From an optimization exercise on the open Yosys and OpenROAD flow, aimed at small area; shortcuts taken in it are not production practice.
Only simulation tests tie the RTL to the original design; equivalence was not proved.
No activity file was given, so power comes from the tool's default toggle rates.

the baseline:
==> flow/design.v (excerpt) <==
module mnt_fxu (
    input  wire        clk,
    input  wire        rst,       
    input  wire        req,
    input  wire        we,
    input  wire [5:0]  addr,      
    input  wire [31:0] wdata,
    output wire        ready,
    output wire [31:0] rdata
);
Size: about 75 I/O pins, about 19000 µm² of cells after synthesis.
export LEC_CHECK = 0
export CAP_MARGIN = 20
export CORE_AREA = 2 2 221.07 221.07
export DIE_AREA = 0 0 223.07 223.07
export SLEW_MARGIN = 20
create_clock -name core_clock -period 14.0 [get_ports {clk}]
standard.sh (not shown) runs the stock make flow with config.mk's settings and CLKGATE_MAP_FILE= SYNTH_SCRIPT=/design/flow/synth_recipe.tcl, a recipe that flattens the netlist after the stock synthesis.
==> flow/flow/run.sh <==
#!/bin/bash
# Standard ORFS layout, with small port buffers and a clock tree without dummy loads.
set -euo pipefail
export BUFFER_PORTS_ARGS="-buffer_cell sky130_fd_sc_hd__buf_1"
export CTS_ARGS="-sink_clustering_enable -repair_clock_nets -dont_use_dummy_load -sink_clustering_size 16 -sink_clustering_max_diameter 50 -buf_list sky130_fd_sc_hd__clkbuf_8"
bash standard.sh > standard_flow.log 2>&1
[inputs] the candidate vs the baseline
--- a/flow/config.mk
+++ b/flow/config.mk
@@ -7,5 +7,5 @@
 export LEC_CHECK = 0
 export CAP_MARGIN = 20
-export CORE_AREA = 2 2 221.07 221.07
-export DIE_AREA = 0 0 223.07 223.07
+export CORE_MARGIN = 2
+export CORE_UTILIZATION = 40
 export SLEW_MARGIN = 20
==> comparison <==
- The candidate completed every stage of the flow, and the final layout passed the timing, design-rule and antenna checks.
- In the candidate relative to the baseline, final weighted congestion in routability-driven placement had gone down by a few percent.
- Between the candidate and the baseline, it is the candidate whose routed wire length is higher, by 2.0%.
- Between the candidate and the baseline, it is the candidate whose routed metal-1 wirelength is higher, by 2.7%.
- Delta(global-route usage, the candidate - the baseline) > 0
- The baseline → the candidate: non-clock inverter count in the final layout comparable, total core area now smaller, overall die width now smaller, total met2 wirelength after detailed routing now larger.
- Higher final period demand of the worst path goes to the candidate over the baseline.
- Looking at setup slack, the candidate sits 0.021 ns below the baseline.
- For the wire length of the first global-routing pass, the candidate came in 0.41% higher than the baseline did.

* * *

Another version of the RTL of mnt_fxu (not shown whole).
Size: ~1,500 cells after synthesis, roughly 75 I/O pins, ~19,000 um^2 of cells after synthesis.
make LEC_CHECK=0 CAP_MARGIN=20 CORE_MARGIN=2 CORE_UTILIZATION=40 SLEW_MARGIN=20 finish   # period 14.0 ns
run.sh (not shown) runs the stock make flow with config.mk's settings and CLKGATE_MAP_FILE= SYNTH_SCRIPT=/design/flow/synth_recipe.tcl, a recipe that flattens the netlist after the stock synthesis.
Stock flow here: none of the scripts above is used.
The first run produced a clean layout.
==> next run, changes <==
- CTS_BUF_LIST: not set -> sky130_fd_sc_hd__clkbuf_8
- CTS_CLUSTER_DIAMETER: not set -> 50
- CTS_CLUSTER_SIZE: not set -> 20
Effect: Sequential power stays flat. Final area went down by 4.4%. Die area stays the same. Via count went down by 1.2%. Routed wire length went down by 1.3%. Non-clock buffer count stays the same. Power went down by 16%.
==> next run, changes <==
==> flow/flow/run.sh (new file) <==
#!/bin/bash
# Standard ORFS layout, with small port buffers and a clock tree without dummy loads.
set -euo pipefail
export BUFFER_PORTS_ARGS="-buffer_cell sky130_fd_sc_hd__buf_1"
export CTS_ARGS="-sink_clustering_enable -repair_clock_nets -dont_use_dummy_load -sink_clustering_size 16 -sink_clustering_max_diameter 50 -buf_list sky130_fd_sc_hd__clkbuf_8"
bash standard.sh > standard_flow.log 2>&1
==> flow/standard.sh (new file) <==
#!/bin/bash
# synth_recipe.tcl (not shown) runs the flow's synth.tcl, then flattens the netlist and writes it again
# the make line also repeats each setting of config.mk as NAME=value (left out here)
make -C /OpenROAD-flow-scripts/flow DESIGN_CONFIG=/design/flow/config.mk WORK_HOME=/design/flow/orfs CLKGATE_MAP_FILE= SYNTH_SCRIPT=/design/flow/synth_recipe.tcl "${@:-finish}"
- ABC_AREA: not set -> 1
- CORE_UTILIZATION: 40 -> 70
- CTS_BUF_LIST: sky130_fd_sc_hd__clkbuf_8 -> not set
- CTS_CLUSTER_DIAMETER: 50 -> not set
- CTS_CLUSTER_SIZE: 20 -> not set
removed: flow/run.sh
Outcome: The new run went through all stages and came out clean; cell count is lower slightly; final area is lower by a few percent; maximum frequency is lower slightly; worst setup slack gets worse by 0.068 ns; sequential power barely changes.
==> next run, changes <==
==> flow/flow/run.sh (replaced) <==
#!/bin/bash
# Standard ORFS layout, with small port buffers and a clock tree without dummy loads.
set -euo pipefail
export BUFFER_PORTS_ARGS="-buffer_cell sky130_fd_sc_hd__buf_1"
export CTS_ARGS='-sink_clustering_enable -repair_clock_nets -dont_use_dummy_load -sink_clustering_size 10 -sink_clustering_max_diameter 30 -buf_list sky130_fd_sc_hd__clkbuf_4'
bash standard.sh > standard_flow.log 2>&1
- ABC_AREA: 1 -> not set
- CORE_UTILIZATION: 70 -> 40
Outcome: The changed run finished with timing, DRC and antenna clean; via count shrinks by 9.0%; wire length shrinks by 4.3%; cell area grows by 1.3%.

* * *

mnt_fxu, a different RTL version from the one above (not shown whole).
For scale: ~610 flip-flops, about 75 I/O pins, about 18000 µm² of cells after synthesis.
==> flow/config.mk <==
export PLATFORM = sky130hd
export DESIGN_NAME = mnt_fxu
export DESIGN_NICKNAME = mnt_fxu
export VERILOG_FILES = /design/flow/design.v
export SDC_FILE = /design/flow/constraint.sdc
export NUM_CORES = 4
export LEC_CHECK = 0
export CAP_MARGIN = 20
export CORE_MARGIN = 2
export CORE_UTILIZATION = 45
export SLEW_MARGIN = 20
==> flow/constraint.sdc <==
create_clock -name core_clock -period 14.0 [get_ports {clk}]
set_input_delay 2.8000 -clock core_clock [delete_from_list [all_inputs] [get_ports {clk}]]
set_output_delay 2.8000 -clock core_clock [all_outputs]
set_load 0.01 [all_outputs]
standard.sh (not shown) runs the stock make flow with config.mk's settings and CLKGATE_MAP_FILE= SYNTH_SCRIPT=/design/flow/synth_recipe.tcl, a recipe that flattens the netlist after the stock synthesis.
==> flow/flow/run.sh <==
#!/bin/bash
# Standard ORFS layout, with small port buffers and a clock tree without dummy loads.
set -euo pipefail
export BUFFER_PORTS_ARGS="-buffer_cell sky130_fd_sc_hd__buf_1"
export CTS_ARGS="-sink_clustering_enable -repair_clock_nets -dont_use_dummy_load -sink_clustering_size 16 -sink_clustering_max_diameter 50 -buf_list sky130_fd_sc_hd__clkbuf_8"
bash standard.sh > standard_flow.log 2>&1
Change:
==> flow/flow/run.sh (replaced) <==
#!/bin/bash
# Standard ORFS layout, with small port buffers and a clock tree without dummy loads.
set -euo pipefail
export BUFFER_PORTS_ARGS="-buffer_cell sky130_fd_sc_hd__buf_1"
export CTS_ARGS='-sink_clustering_enable -repair_clock_nets -dont_use_dummy_load -sink_clustering_size 22 -sink_clustering_max_diameter 70 -buf_list sky130_fd_sc_hd__clkbuf_8'
bash standard.sh > standard_flow.log 2>&1
The changed run ran to the end with no violations.
Clock skew is lower by 9.0 ps.
Power shrinks by 3.5%.
Setup slack is worse by 12 ps.
Fmax is about the same.
Final cell count decreases by about 0.6%.
Area after synthesis stays the same.
Non-clock buffer count is unchanged.
Global-route usage hardly moves.
Wire length falls by 0.48%.
Die area does not change.
Change:
==> flow/flow/run.sh (replaced) <==
#!/bin/bash
# Standard ORFS layout, with small port buffers and a clock tree without dummy loads.
set -euo pipefail
export BUFFER_PORTS_ARGS="-buffer_cell sky130_fd_sc_hd__buf_1"
export CTS_ARGS="-sink_clustering_enable -repair_clock_nets -dont_use_dummy_load -sink_clustering_size 18 -sink_clustering_max_diameter 45 -buf_list sky130_fd_sc_hd__clkbuf_8"
bash standard.sh > standard_flow.log 2>&1
- CORE_UTILIZATION: 45 -> 50
The changed run passed the timing, design-rule and antenna checks.
Power grows by 3.1%.
Wire length shrinks by 7.0%.
Critical path depth stays the same.
Change:
==> flow/flow/run.sh (replaced) <==
#!/bin/bash
# Standard ORFS layout, with small port buffers and a clock tree without dummy loads.
set -euo pipefail
export BUFFER_PORTS_ARGS="-buffer_cell sky130_fd_sc_hd__buf_1"
export CTS_ARGS='-sink_clustering_enable -repair_clock_nets -dont_use_dummy_load -sink_clustering_size 10 -sink_clustering_max_diameter 35 -buf_list sky130_fd_sc_hd__clkbuf_4'
bash standard.sh > standard_flow.log 2>&1
- CORE_UTILIZATION: 50 -> 45
=> Routed wire length rose by 9.1%. Final area rose by 0.47%. Critical path depth stays the same. Via count rose by 3.3%. Die area rose by 11%. Worst setup slack is better by 77 ps.

* * *

== v6 ==
mnt_fxu with an RTL version that a note above also has.
Size: ~1500 cells after synthesis.
clock: 14.0 ns
lec_check: 0
cap_margin: 20
core_margin: 2
core_utilization: 40
slew_margin: 20
==> flow/flow/run.sh <==
#!/bin/bash
# Standard ORFS layout, with small port buffers and a clock tree without dummy loads.
set -euo pipefail
export BUFFER_PORTS_ARGS="-buffer_cell sky130_fd_sc_hd__buf_1"
export CTS_ARGS="-sink_clustering_enable -repair_clock_nets -dont_use_dummy_load -sink_clustering_size 16 -sink_clustering_max_diameter 50 -buf_list sky130_fd_sc_hd__clkbuf_8"
bash standard.sh > standard_flow.log 2>&1
v6 closes out successfully: all stages finished, all timing, DRC and antenna checks passed.
#### Input delta (v7 over v6)
==> flow/flow/run.sh <==
#!/bin/bash
# Standard ORFS layout, with small port buffers and a clock tree without dummy loads.
set -euo pipefail
export BUFFER_PORTS_ARGS="-buffer_cell sky130_fd_sc_hd__buf_1"
export CTS_ARGS='-sink_clustering_enable -repair_clock_nets -dont_use_dummy_load -sink_clustering_size 12 -sink_clustering_max_diameter 40 -buf_list {sky130_fd_sc_hd__clkbuf_4 sky130_fd_sc_hd__clkbuf_8}'
bash standard.sh > standard_flow.log 2>&1
Results
- Core utilization: v7 higher than v6
- The average routed wire per standard cell on v6 is in line with that on v7.
- In v7, post-route fraction of the period consumed by the critical path is higher than in v6.
- [v7 vs v6] clock insertion delay at the later pin of the skew report: lower in v7
- v7 vs v6 — wire length of the first global-routing pass rose about 0.8%.
- Comparing v7 against v6, there is no change at all in logic depth of the worst setup path including buffers.
- Post-detailed-route via-to-cell ratio: lower on v6
- Compared with v6, total power in v7 increased by a few percent.
- Summary — signed area change from the synthesized netlist to the final layout, v7 relative to v6: higher, by 1.6 points.

## port drivers added, routing unchanged
No port has a modelled driver above. Below, the same layouts with a new extraction and two added sets of constraints. Step 1 assumes that a clkbuf_16 drives the clock port and a buf_2 every other input. Step 2 moves the port delays by t, midway between the first and last clock arrival at a register: inputs arrive t later, outputs are due t later. That takes back most of the time a late clock gives input paths. Slacks: ideal / step 1 / step 2; pairs: ideal / step 1.
run | t, ns | setup slack, ns | worst slew at a driven data input, ns | pins driven straight from the clock port
the baseline | 0.625 | 0.546 / 0.546 / 0.546 | 0.08 | 1
the candidate | 0.621 | 0.525 / 0.525 / 0.525 | 0.10 | 1
the first run of note 2 | 0.654 | 0.554 / 0.554 / 0.554 | 0.08 | 1
the second run of note 2 | 0.678 | 0.520 / 0.520 / 0.520 | 0.09 | 1
the third run of note 2 | 0.598 | 0.452 / 0.452 / 0.452 | 0.09 | 1
the fourth run of note 2 | 0.814 | 0.576 / 0.576 / 0.576 | 0.10 | 1
the first run of note 3 | 0.633 | 0.477 / 0.477 / 0.477 | 0.10 | 1
the second run of note 3 | 0.643 | 0.465 / 0.465 / 0.465 | 0.09 | 1
the third run of note 3 | 0.635 | 0.394 / 0.394 / 0.394 | 0.10 | 1
the fourth run of note 3 | 0.792 | 0.470 / 0.470 / 0.470 | 0.10 | 1
v6 | 0.647 | 0.569 / 0.569 / 0.569 | 0.10 | 1
v7 | 0.634 | 0.547 / 0.547 / 0.547 | 0.10 | 1
After both steps every run listed still meets setup and hold.
